Source: an optimization exercise on an open RTL-to-GDS flow (aim: small area, a short achievable clock period and few clock cycles per item). Production flows keep margins and buffers that such runs may drop.
Only simulation tests tie the RTL to the original design; equivalence was not proved.
Power and IR drop assume default switching activity.

==> flow/design.v <==
module jlfe_xxtea (
    input  wire         clk,
    input  wire         rst,           
    input  wire         cmd_valid,
    output wire         cmd_ready,
    input  wire         cmd_decrypt,   
    input  wire [3:0]   cmd_nm1,       
    input  wire [127:0] cmd_key,       
    input  wire         in_valid,
    output wire         in_ready,
    input  wire [31:0]  in_data,
    output wire         out_valid,
    input  wire         out_ready,
    output wire [31:0]  out_data,
    output wire         out_last
);
    localparam [1:0] S_IDLE = 2'd0,    
                     S_LOAD = 2'd1,    
                     S_PREF = 2'd2,    
                     S_RUN  = 2'd3;    
    reg  [1:0]   state;
    reg          dec;
    reg  [3:0]   nm1;
    reg  [127:0] key;
    reg  [31:0]  v [0:15];
    reg  [3:0]   li;          
    reg  [3:0]   P;           
    reg  [3:0]   PN;          
    reg  [3:0]   PNN;         
    reg  [2:0]   m;           
    reg  [31:0]  W;           
    reg  [31:0]  Y;           
    reg  [31:0]  Z;           
    reg  [31:0]  KW;          
    reg  [31:0]  S;           
    reg          wpend;       
    reg  [3:0]   PP;          
    reg          cdec;        
    reg          LS;          
    reg          cr;          
    reg          ir;          
    reg          olast;       
    reg          oact;        
    reg  [3:0]   o;           
    reg  [3:0]   onm1;        
    wire running = (state == S_RUN);
    wire loading = (state == S_LOAD);
    wire [31:0] mx_a, mx_b, w_new;
    xxtea_add32 add_a (.a((Z >> 5) ^ (Y << 2)), .b((Y >> 3) ^ (Z << 4)), .ci(1'b0), .s(mx_a));
    xxtea_add32 add_b (.a(S ^ Y), .b(KW ^ Z), .ci(1'b0), .s(mx_b));
    xxtea_add32 add_w (.a(W), .b(mx_a ^ mx_b ^ {32{dec}}), .ci(dec), .s(w_new));
    wire [3:0]  pnn_next  = dec ? ((PNN == 4'd0) ? nm1 : PNN - 4'd1)
                                : ((PNN == nm1)  ? 4'd0 : PNN + 4'd1);
    wire        n2 = (nm1 == 4'd1);
    wire [3:0]  s0 = dec ? nm1 : 4'd0;
    wire [3:0]  s1 = dec ? nm1 - 4'd1 : 4'd1;
    wire [3:0]  s2 = dec ? (n2 ? nm1 : nm1 - 4'd2) : (n2 ? 4'd0 : 4'd2);
    wire [3:0]  rend      = dec ? 4'd0 : nm1;
    wire        round_end = (P == rend);
    wire        last_rnd  = (m == (dec ? 3'd1 : 3'd6));
    wire        last_step = running && LS;
    wire [2:0]  m_next    = round_end ? (dec ? m - 3'd1 : m + 3'd1) : m;
    reg  [31:0] sum_n;
    always @(*) begin
        case (running ? m_next : (dec ? 3'd6 : 3'd1))
            3'd1:    sum_n = 32'h9E3779B9;
            3'd2:    sum_n = 32'h3C6EF372;
            3'd3:    sum_n = 32'hDAA66D2B;
            3'd4:    sum_n = 32'h78DDE6E4;
            3'd5:    sum_n = 32'h1715609D;
            default: sum_n = 32'hB54CDA56;
        endcase
    end
    wire [1:0]  ksel_n = (running ? PN[1:0] : s0[1:0]) ^ sum_n[3:2];
    wire out_more  = oact && (o != onm1);        
    wire out_fire  = oact && out_ready;
    wire out_free  = !oact || (out_ready && (o == onm1));
    assign cmd_ready = cr;
    wire cmd_fire    = cmd_valid && cr;
    assign in_ready  = ir;
    wire in_fire     = in_valid && ir;
    wire load_last   = (li == nm1);
    wire go_run = out_free && ((state == S_PREF) || (loading && in_fire && load_last));
    assign out_valid = oact;
    assign out_data  = W;
    assign out_last  = olast;
    wire [3:0]  a1 = running ? PN  : (out_more ? o + 4'd1 : s0);
    wire [3:0]  a2 = running ? PNN : s1;
    wire [31:0] C    = cdec ? Y : Z;
    wire        f1n  = last_step && dec;
    wire        f1c  = wpend && (a1 == PP);
    wire        f1i  = loading && !out_more && (s0 == li);
    wire        f2c  = wpend && (a2 == PP);
    wire        f2i  = loading && (s1 == li);
    wire        a1_odd  = a1[0];
    wire        a2_odd  = a2[0];
    wire        a1_zero = (a1 == 4'd0);
    wire        a2_zero = (a2 == 4'd0);
    wire [2:0]  ae = (!a1_odd && !a1_zero) ? a1[3:1] : a2[3:1];
    wire [2:0]  ao = a1_odd ? a1[3:1] : a2[3:1];
    wire [31:0] r_even = v[{ae, 1'b0}];
    wire [31:0] r_odd  = v[{ao, 1'b1}];
    wire [31:0] rd1 = f1n ? w_new : f1c ? C : f1i ? in_data
                    : a1_odd ? r_odd : a1_zero ? v[0] : r_even;
    wire [31:0] rd2 = f2c ? C : f2i ? in_data
                    : a2_odd ? r_odd : a2_zero ? v[0] : r_even;
    always @(posedge clk) begin
        if (wpend)
            v[PP] <= C;
        else if (in_fire)
            v[li] <= in_data;
        if (running || go_run || out_fire)
            W <= rd1;
        KW <= key[32*ksel_n +: 32];
        S  <= sum_n;
        if (running) begin
            PP   <= P;
            cdec <= dec;
        end
        if (running && (dec || n2))
            Y <= w_new;
        else if (in_fire && dec && (li == 4'd0))
            Y <= in_data;
        else if ((running || go_run) && !dec)
            Y <= rd2;
        if (running && (!dec || n2))
            Z <= w_new;
        else if (in_fire && !dec)
            Z <= in_data;
        else if ((running || go_run) && dec)
            Z <= rd2;
        if (go_run) begin
            P   <= s0;
            PN  <= s1;
            PNN <= s2;
            m   <= dec ? 3'd6 : 3'd1;
        end else if (running) begin
            P   <= PN;
            PN  <= PNN;
            PNN <= pnn_next;
            m   <= m_next;
        end
        if (rst) begin
            state <= S_IDLE;
            oact  <= 1'b0;
            wpend <= 1'b0;
            LS    <= 1'b0;
            cr    <= 1'b1;
            ir    <= 1'b0;
        end else begin
            state <= nx_state;
            oact  <= nx_oact;
            wpend <= running;
            LS    <= nx_ls;
            cr    <= (nx_state == S_IDLE) || nx_ls;
            ir    <= (nx_state == S_LOAD) && !running && (!nx_oact || (nx_li <= nx_o));
        end
        o     <= nx_o;
        onm1  <= nx_onm1;
        olast <= (nx_o == nx_onm1);
        li    <= nx_li;
        if (cmd_fire) begin
            dec <= cmd_decrypt;
            nm1 <= cmd_nm1;
            key <= cmd_key;
        end
    end
    reg  [1:0]  nx_state;
    reg         nx_oact;
    reg  [3:0]  nx_o, nx_onm1, nx_li;
    wire        nx_ls = running && (PN == rend) && last_rnd;
    always @(*) begin
        nx_oact = oact;
        nx_o    = o;
        nx_onm1 = onm1;
        if (last_step) begin
            nx_oact = 1'b1;
            nx_o    = 4'd0;
            nx_onm1 = nm1;
        end else if (out_fire) begin
            if (o == onm1)
                nx_oact = 1'b0;
            nx_o = o + 4'd1;
        end
        nx_li    = in_fire ? li + 4'd1 : li;
        nx_state = state;
        if (cmd_fire) begin
            nx_li    = 4'd0;
            nx_state = S_LOAD;
        end else begin
            case (state)
                S_LOAD:  if (in_fire && load_last)
                             nx_state = go_run ? S_RUN : S_PREF;
                S_PREF:  if (go_run)
                             nx_state = S_RUN;
                S_RUN:   if (last_step)
                             nx_state = S_IDLE;
                default: ;
            endcase
        end
    end
endmodule
module xxtea_add32 (
    input  wire [31:0] a,
    input  wire [31:0] b,
    input  wire        ci,
    output wire [31:0] s
);
    wire [31:0] p0 = a ^ b;
    reg  [31:0] g, p, gn, pn;
    integer d, i;
    always @(*) begin
        g = a & b;
        p = p0;
        g[0] = g[0] | (p0[0] & ci);
        for (d = 1; d < 32; d = d * 2) begin
            gn = g;
            pn = p;
            for (i = d; i < 32; i = i + 1) begin
                gn[i] = g[i] | (p[i] & g[i-d]);
                pn[i] = p[i] & p[i-d];
            end
            g = gn;
            p = pn;
        end
    end
    assign s = p0 ^ {g[30:0], ci};
endmodule
export LEC_CHECK = 0
export CAP_MARGIN = 20
export CORE_MARGIN = 2
export CORE_UTILIZATION = 40
export PLACE_DENSITY = 0.6
export SLEW_MARGIN = 20
create_clock -name core_clock -period 12.0 [get_ports {clk}]
standard.sh (not shown) runs the stock make flow with config.mk's settings and CLKGATE_MAP_FILE= SYNTH_SCRIPT=/design/flow/synth_recipe.tcl, a recipe that flattens the netlist after the stock synthesis.
==> flow/flow/run.sh <==
#!/bin/bash
# The standard synthesis and layout. The only change: the timing repair
# passes aim for more setup slack than the clock period needs, on the worst
# paths only, so they keep speeding up the mixing loop.
set -euo pipefail
bash standard.sh synth > synth.log 2>&1
bash standard.sh SETUP_SLACK_MARGIN=7 TNS_END_PERCENT=0 SKIP_GATE_CLONING=1 finish > layout.log 2>&1
Testbench counts at the start, summed over its fixed seeds: cycles 25,541, words 3,474.
==> next run, changes <==
==> flow/run.sh (new file) <==
#!/bin/bash
# synth_recipe.tcl (not shown) runs the flow's synth.tcl, then flattens the netlist and writes it again
# the make line also repeats each setting of config.mk as NAME=value (left out here)
make -C /OpenROAD-flow-scripts/flow DESIGN_CONFIG=/design/flow/config.mk WORK_HOME=/design/flow/orfs CLKGATE_MAP_FILE= SYNTH_SCRIPT=/design/flow/synth_recipe.tcl finish
removed: flow/flow/run.sh
removed: flow/standard.sh
What happened: Die area is unchanged; total power fell slightly; via count fell slightly; routed wire length fell slightly; final cell count fell slightly.
==> next run, changes <==
==> flow/flow/run.sh (new file) <==
#!/bin/bash
# The standard synthesis and layout. The only change: the timing repair
# passes aim for more setup slack than the clock period needs, on the worst
# paths only, so they keep speeding up the mixing loop.
set -euo pipefail
bash standard.sh synth > synth.log 2>&1
bash standard.sh SETUP_SLACK_MARGIN=9 TNS_END_PERCENT=0 SKIP_GATE_CLONING=1 finish > layout.log 2>&1
==> flow/standard.sh (new file) <==
#!/bin/bash
# synth_recipe.tcl (not shown) runs the flow's synth.tcl, then flattens the netlist and writes it again
# the make line also repeats each setting of config.mk as NAME=value (left out here)
make -C /OpenROAD-flow-scripts/flow DESIGN_CONFIG=/design/flow/config.mk WORK_HOME=/design/flow/orfs CLKGATE_MAP_FILE= SYNTH_SCRIPT=/design/flow/synth_recipe.tcl "${@:-finish}"
--- a/flow/config.mk
+++ b/flow/config.mk
@@ -10,0 +11,2 @@
+export CTS_CLUSTER_DIAMETER = 80
+export CTS_CLUSTER_SIZE = 20
removed: flow/run.sh
Effect: Setup slack improves by 1.1 ns; routed wire length is about the same; cell area goes down by 1.3%.
==> next run, changes <==
==> flow/flow/run.sh (replaced) <==
#!/bin/bash
# The standard synthesis and layout, with two changes: the timing repair
# passes aim for more setup slack than the clock period needs, on the worst
# paths only, so they keep speeding up the mixing loop; and the buffer put
# on every input and output port is a plain buf_1.
set -euo pipefail
bash standard.sh synth > synth.log 2>&1
bash standard.sh SETUP_SLACK_MARGIN=9 TNS_END_PERCENT=0 SKIP_GATE_CLONING=1 \
    "BUFFER_PORTS_ARGS=-buffer_cell sky130_fd_sc_hd__buf_1" finish > layout.log 2>&1
Effect:
- The changed run passed the timing, DRC and antenna checks
- routed wire length went up by 4.7%
- design area went down by 2.4%
- clock-buffer cell count went up by 3
- setup slack loses 0.029 ns
- final cell count is about the same
- critical path depth went up by 4
- total power went up by 2.1%
- die area does not change

-- what the ideal ports hide --
Ports are ideal in the flow. The routed layouts listed here were re-timed in OpenROAD. Step 1: set_driving_cell puts a clkbuf_16 on clk and a buf_2 on each other input, an assumption about the parent block. Step 2 adds t to the input delays and takes it off the output delays; t is the mean of the earliest and latest rising clock arrival at the registers after step 1. Input paths then give back, and output paths get back, about the clock's delay inside the block. Three values: no drivers, after step 1, after step 2; two values: the first two.
| run | t (ns) | slack for setup (ns) | pins driven straight from the clock port |
|---|---|---|---|
| the first run | 0.727 | 6.780 / 6.780 / 6.098 | 1 |
| the second run | 0.723 | 5.749 / 5.749 / 5.749 | 1 |
| the third run | 0.743 | 6.882 / 6.882 / 6.226 | 1 |
| the fourth run | 0.742 | 6.853 / 6.853 / 6.562 | 1 |
After both steps every run listed still meets setup and hold. For the first run, which loses most, drivers alone change the setup slack by 0.000 ns; drivers and shift together by -0.682 ns.
